Context: an optimization exercise on an open-source flow, tuned for small area. The choices shown serve that exercise and are no tape-out recipe. Function was checked by simulation only, so behaviour that the tests miss may differ from the original. Power figures rest on the tool's default switching activity, not on a simulated workload.

Setup of JK:
Design icsp_engine, start of the top module:
module icsp_engine (
    input  wire        clk,
    input  wire        rst,
    input  wire        req_valid,
    output wire        req_ready,
    input  wire [31:0] req_hdr,
    input  wire [16:0] req_nopd,
    input  wire        opd_valid,
    output wire        opd_ready,
    input  wire [31:0] opd_data,
    output reg         rsp_valid,
    output wire        rsp_status,
    output wire [31:0] rsp_data,
    input  wire        host_abort,
    output reg         icsp_mclr,
    output reg         icsp_clk,
    output reg         icsp_dat_o,
    output reg         icsp_dat_oe,
    input  wire        icsp_dat_i
);
For scale: roughly 330 flip-flops, roughly 130 I/O pins, about 16000 sq um of cells after synthesis.
Settings: LEC_CHECK=0, CAP_MARGIN=20, CORE_MARGIN=2, CORE_UTILIZATION=60, SLEW_MARGIN=20; clock period 10.0 ns.
standard.sh (not shown) runs the stock make flow with config.mk's settings and CLKGATE_MAP_FILE= SYNTH_SCRIPT=/design/flow/synth_recipe.tcl, a recipe that flattens the netlist after the stock synthesis.
==> flow/flow/run.sh <==
#!/bin/bash
# Layout flow: the standard flow (standard.sh) with these changes:
#  - synthesis maps the combinational logic with an area-oriented ABC
#    script (flow/area.abc) and without Yosys's full/half-adder extraction
#    (ADDER_MAP_FILE empty); the rest of the synthesis script is the standard flow's, so
#    the registers are the standard synthesis's;
#  - the port buffers are the smallest buffer, sky130_fd_sc_hd__buf_1;
#  - clock tree synthesis uses clkbuf_4 leaf clusters of at most 10 sinks and
#    no dummy loads.
# Each tool's output is in orfs/logs/; make's output is in flow_make.log.
set -euo pipefail
here=$(pwd)
{ cat "$here/flow/abc_override.tcl"; cat "$here/synth_recipe.tcl"; } > "$here/flow_synth.tcl"
sed "s|SYNTH_SCRIPT=[^ ]*|SYNTH_SCRIPT=$here/flow_synth.tcl ADDER_MAP_FILE=|" standard.sh > "$here/flow_standard.sh"
export FLOW_ABC_SCRIPT="$here/flow/area.abc"
export CTS_ARGS="-sink_clustering_enable -repair_clock_nets -dont_use_dummy_load -buf_list sky130_fd_sc_hd__clkbuf_4 -sink_clustering_size 10 -sink_clustering_max_diameter 40"
export BUFFER_PORTS_ARGS="-buffer_cell sky130_fd_sc_hd__buf_1"
bash "$here/flow_standard.sh" finish > "$here/flow_make.log" 2>&1
==> flow/flow/abc_override.tcl <==
# Use this flow's ABC script for the technology mapping of the
# combinational logic (ORFS's synth.tcl calls abc once, with -script).
# Registers are mapped before abc runs and abc is not given -dff, so the
# registers are the standard synthesis's.
proc abc {args} {
  set i [lsearch -exact $args -script]
  if {$i >= 0} {
    set args [lreplace $args [expr {$i + 1}] [expr {$i + 1}] $::env(FLOW_ABC_SCRIPT)]
  }
  yosys abc {*}$args
}
==> flow/flow/area.abc <==
strash
&get -n
&st
&deepsyn -T 60
&dch
&nf -R 1000 -p
&put
strash
&get -n
&st
&deepsyn -T 60
&dch
&nf -R 1000 -p
&put
strash
&get -n
&st
&deepsyn -T 60
&dch
&nf -R 1000 -p
&put
strash
&get -n
&st
&deepsyn -T 60
&dch
&nf -R 1000 -p
&put
topo
JK: PASS, flow complete, no timing, DRC or antenna violations
Inputs modified between JK and MS:
--- a/flow/config.mk
+++ b/flow/config.mk
@@ -8,4 +8,4 @@
 export CAP_MARGIN = 20
 export CORE_MARGIN = 2
-export CORE_UTILIZATION = 60
+export CORE_UTILIZATION = 66
 export SLEW_MARGIN = 20
--- outcome ---
- MS: PASS, flow complete, no timing, DRC or antenna violations
- Going from JK to MS, slack of the critical path has increased, first-pass GRT wire length has decreased.
- Comparing JK and MS, horizontal die dimension is higher on JK.
- Per the comparison of MS with JK, total power held steady, count of nets left with antenna violations after detail routing held steady.
- Across both runs, half-perimeter wire length after detailed placement was lower for MS than for JK.
Input changes introduced in AL (baseline for comparison: MS):
==> flow/flow/area.abc <==
strash
&get -n
&st
&deepsyn -T 45
&dch
&nf -R 1000 -p
&put
strash
&get -n
&st
&deepsyn -T 45
&dch
&nf -R 1000 -p
&put
strash
&get -n
&st
&deepsyn -T 45
&dch
&nf -R 1000 -p
&put
topo
--- a/flow/config.mk
+++ b/flow/config.mk
@@ -8,4 +8,4 @@
 export CAP_MARGIN = 20
 export CORE_MARGIN = 2
-export CORE_UTILIZATION = 66
+export CORE_UTILIZATION = 40
 export SLEW_MARGIN = 20
[summary]
When AL is set beside MS, its global-route usage turns out to be 12 points smaller.
Against MS, AL comes in 1.4 points lower on sequential power share.
Looking at the reports, AL completed the entire flow and the layout it produced met the timing, design-rule and antenna checks.
The run with more routed wire is AL, not MS.
#### Input delta (TR over AL)
--- a/flow/config.mk
+++ b/flow/config.mk
@@ -8,4 +8,4 @@
 export CAP_MARGIN = 20
 export CORE_MARGIN = 2
-export CORE_UTILIZATION = 40
+export CORE_UTILIZATION = 60
 export SLEW_MARGIN = 20
[summary]
Sort AL and TR by final critical-path setup slack, descending, and AL comes first.
Of AL and TR, TR shows the lower total power, with AL above it.
Total inserted antenna cells | TR below AL
Re sequential share of layout area: TR is 1.0 points up on AL.

* * *

Another version of the RTL of icsp_engine (not shown whole).
Size: ~1500 cells after synthesis, ~340 flip-flops, ~130 I/O pins.
Settings: LEC_CHECK=0, CAP_MARGIN=20, CORE_MARGIN=2, CORE_UTILIZATION=40, SLEW_MARGIN=20; clock period 10.0 ns.
==> flow/flow/run.sh <==
#!/bin/bash
# Layout flow: the standard flow (standard.sh) with these changes:
#  - synthesis maps the combinational logic with an area-oriented ABC
#    script (flow/area.abc) and without Yosys's full/half-adder extraction
#    (ADDER_MAP_FILE empty); the rest of the synthesis script is the standard flow's, so
#    the registers are the standard synthesis's;
#  - the port buffers are the smallest buffer, sky130_fd_sc_hd__buf_1;
#  - clock tree synthesis uses clkbuf_4 leaf clusters of at most 8 sinks and
#    no dummy loads.
# Each tool's output is in orfs/logs/; make's output is in flow_make.log.
set -euo pipefail
here=$(pwd)
{ cat "$here/flow/abc_override.tcl"; cat "$here/synth_recipe.tcl"; } > "$here/flow_synth.tcl"
sed "s|SYNTH_SCRIPT=[^ ]*|SYNTH_SCRIPT=$here/flow_synth.tcl ADDER_MAP_FILE=|" standard.sh > "$here/flow_standard.sh"
export FLOW_ABC_SCRIPT="$here/flow/area.abc"
export CTS_ARGS="-sink_clustering_enable -repair_clock_nets -dont_use_dummy_load -buf_list sky130_fd_sc_hd__clkbuf_4 -sink_clustering_size 8 -sink_clustering_max_diameter 36"
export BUFFER_PORTS_ARGS="-buffer_cell sky130_fd_sc_hd__buf_1"
bash "$here/flow_standard.sh" finish > "$here/flow_make.log" 2>&1
==> flow/flow/area.abc <==
strash
&get -n
&st
&deepsyn -T 45
&dch
&nf -R 1000 -p
&put
strash
&get -n
&st
&deepsyn -T 45
&dch
&nf -R 1000 -p
&put
strash
&get -n
&st
&deepsyn -T 45
&dch
&nf -R 1000 -p
&put
topo
Scripts as last shown in full above: flow/flow/abc_override.tcl
==> next run, changes <==
--- a/flow/flow/run.sh
+++ b/flow/flow/run.sh
@@ -8 +8 @@
-#  - clock tree synthesis uses clkbuf_4 leaf clusters of at most 8 sinks and
+#  - clock tree synthesis uses clkbuf_4 leaf clusters of at most 10 sinks and
@@ -16 +16 @@
-export CTS_ARGS="-sink_clustering_enable -repair_clock_nets -dont_use_dummy_load -buf_list sky130_fd_sc_hd__clkbuf_4 -sink_clustering_size 8 -sink_clustering_max_diameter 36"
+export CTS_ARGS="-sink_clustering_enable -repair_clock_nets -dont_use_dummy_load -buf_list sky130_fd_sc_hd__clkbuf_4 -sink_clustering_size 10 -sink_clustering_max_diameter 40"
Effect:
- non-clock buffer count is unchanged
- final area falls slightly
- sequential share of layout area rises by 0.20 points
- die area is unchanged
- via count falls slightly
- total power falls slightly
- worst setup slack loses 0.074 ns
- final cell count falls slightly
- flip-flop and latch count is unchanged
- utilization falls by 0.17 points
==> next run, changes <==
--- a/flow/flow/run.sh
+++ b/flow/flow/run.sh
@@ -8 +8 @@
-#  - clock tree synthesis uses clkbuf_4 leaf clusters of at most 10 sinks and
+#  - clock tree synthesis uses clkbuf_8 leaf clusters of at most 16 sinks and
@@ -16 +16 @@
-export CTS_ARGS="-sink_clustering_enable -repair_clock_nets -dont_use_dummy_load -buf_list sky130_fd_sc_hd__clkbuf_4 -sink_clustering_size 10 -sink_clustering_max_diameter 40"
+export CTS_ARGS="-sink_clustering_enable -repair_clock_nets -dont_use_dummy_load -buf_list sky130_fd_sc_hd__clkbuf_8 -sink_clustering_size 16 -sink_clustering_max_diameter 50"
Core utilization goes up by 0.34 points.
Global-route usage falls by 0.17 points.
Non-clock buffer count stays the same.
First-iteration DRC count goes up by a few percent.
Setup slack improves by 0.068 ns.
Via count hardly moves.
Fmax grows slightly.

* * *

icsp_engine, a different RTL version from the one above (not shown whole).
Size in the first run: about 130 I/O pins.
## icsp_engine
module icsp_engine (
    input  wire        clk,
    input  wire        rst,
    input  wire        req_valid,
    output wire        req_ready,
    input  wire [31:0] req_hdr,
    input  wire [16:0] req_nopd,
    input  wire        opd_valid,
    output wire        opd_ready,
    input  wire [31:0] opd_data,
    output reg         rsp_valid,
    output wire        rsp_status,
    output wire [31:0] rsp_data,
    input  wire        host_abort,
    output reg         icsp_mclr,
    output reg         icsp_clk,
    output reg         icsp_dat_o,
    output reg         icsp_dat_oe,
    input  wire        icsp_dat_i
);
export LEC_CHECK = 0
export CAP_MARGIN = 20
export CORE_MARGIN = 2
export CORE_UTILIZATION = 40
export SLEW_MARGIN = 20
create_clock -name core_clock -period 10.0 [get_ports {clk}]
==> flow/flow/run.sh <==
#!/bin/bash
# Layout flow: the standard flow (standard.sh) with these changes:
#  - synthesis maps the combinational logic with an area-oriented ABC
#    script (flow/area.abc) and without Yosys's full/half-adder extraction
#    (ADDER_MAP_FILE empty); the rest of the synthesis script is the standard flow's, so
#    the registers are the standard synthesis's;
#  - the port buffers are the smallest buffer, sky130_fd_sc_hd__buf_1;
#  - clock tree synthesis uses clkbuf_8 leaf clusters of at most 16 sinks and
#    no dummy loads.
# Each tool's output is in orfs/logs/; make's output is in flow_make.log.
set -euo pipefail
here=$(pwd)
{ cat "$here/flow/abc_override.tcl"; cat "$here/synth_recipe.tcl"; } > "$here/flow_synth.tcl"
sed "s|SYNTH_SCRIPT=[^ ]*|SYNTH_SCRIPT=$here/flow_synth.tcl ADDER_MAP_FILE=|" standard.sh > "$here/flow_standard.sh"
export FLOW_ABC_SCRIPT="$here/flow/area.abc"
export CTS_ARGS="-sink_clustering_enable -repair_clock_nets -dont_use_dummy_load -buf_list sky130_fd_sc_hd__clkbuf_16 -sink_clustering_size 32 -sink_clustering_max_diameter 70"
export BUFFER_PORTS_ARGS="-buffer_cell sky130_fd_sc_hd__buf_1"
bash "$here/flow_standard.sh" finish > "$here/flow_make.log" 2>&1
==> flow/flow/area.abc <==
strash
&get -n
&st
&deepsyn -T 90
&dch
&nf -R 1000 -p
&st
&syn2
&dch
&nf -R 1000 -p
&put
topo
Scripts as last shown in full above: flow/flow/abc_override.tcl
The starting point completed without violations.
Edit:
--- a/flow/flow/run.sh
+++ b/flow/flow/run.sh
@@ -16 +16 @@
-export CTS_ARGS="-sink_clustering_enable -repair_clock_nets -dont_use_dummy_load -buf_list sky130_fd_sc_hd__clkbuf_16 -sink_clustering_size 32 -sink_clustering_max_diameter 70"
+export CTS_ARGS="-sink_clustering_enable -repair_clock_nets -dont_use_dummy_load -buf_list sky130_fd_sc_hd__clkbuf_8 -sink_clustering_size 16 -sink_clustering_max_diameter 50"
Effect: Final area barely changes. Sequential power rose by about 4%. Total power rises by 0.36%. Via count grows by 1.6%. Routed wire length goes down by about 3.5%.

==> static timing again, ports no longer ideal <==
Ports are ideal in the flow. The routed layouts listed here were re-timed in OpenROAD. Step 1 (the two cells are an assumption about what drives the block):
set clk [get_ports {clk}]
set_driving_cell -lib_cell sky130_fd_sc_hd__clkbuf_16 $clk
set_driving_cell -lib_cell sky130_fd_sc_hd__buf_2 [delete_from_list [all_inputs] $clk]
Step 2 adds t to the input delays and takes it off the output delays; t is the mean of the earliest and latest rising clock arrival at the registers after step 1. Input paths then give back, and output paths get back, about the clock's delay inside the block. Slacks: no drivers / after step 1 / after step 2; pairs: no drivers / after step 1.
| run | t (ns) | slack for setup (ns) | latest minus earliest clock arrival (ns) |
|---|---|---|---|
| JK | 0.693 | 3.540 / 3.540 / 3.540 | 0.131 / 0.131 |
| MS | 0.708 | 3.733 / 3.733 / 3.733 | 0.113 / 0.114 |
| AL | 0.817 | 3.418 / 3.418 / 3.418 | 0.097 / 0.097 |
| TR | 0.710 | 3.356 / 3.356 / 3.356 | 0.095 / 0.095 |
| the first run of note 2 | 0.826 | 3.619 / 3.619 / 3.619 | 0.086 / 0.086 |
| the second run of note 2 | 0.796 | 3.545 / 3.545 / 3.545 | 0.070 / 0.070 |
| the third run of note 2 | 0.607 | 3.613 / 3.613 / 3.613 | 0.074 / 0.074 |
| the first run of note 3 | 0.596 | 3.753 / 3.753 / 3.753 | 0.034 / 0.034 |
| the second run of note 3 | 0.637 | 3.770 / 3.770 / 3.770 | 0.101 / 0.101 |
After both steps every run listed still meets setup and hold.
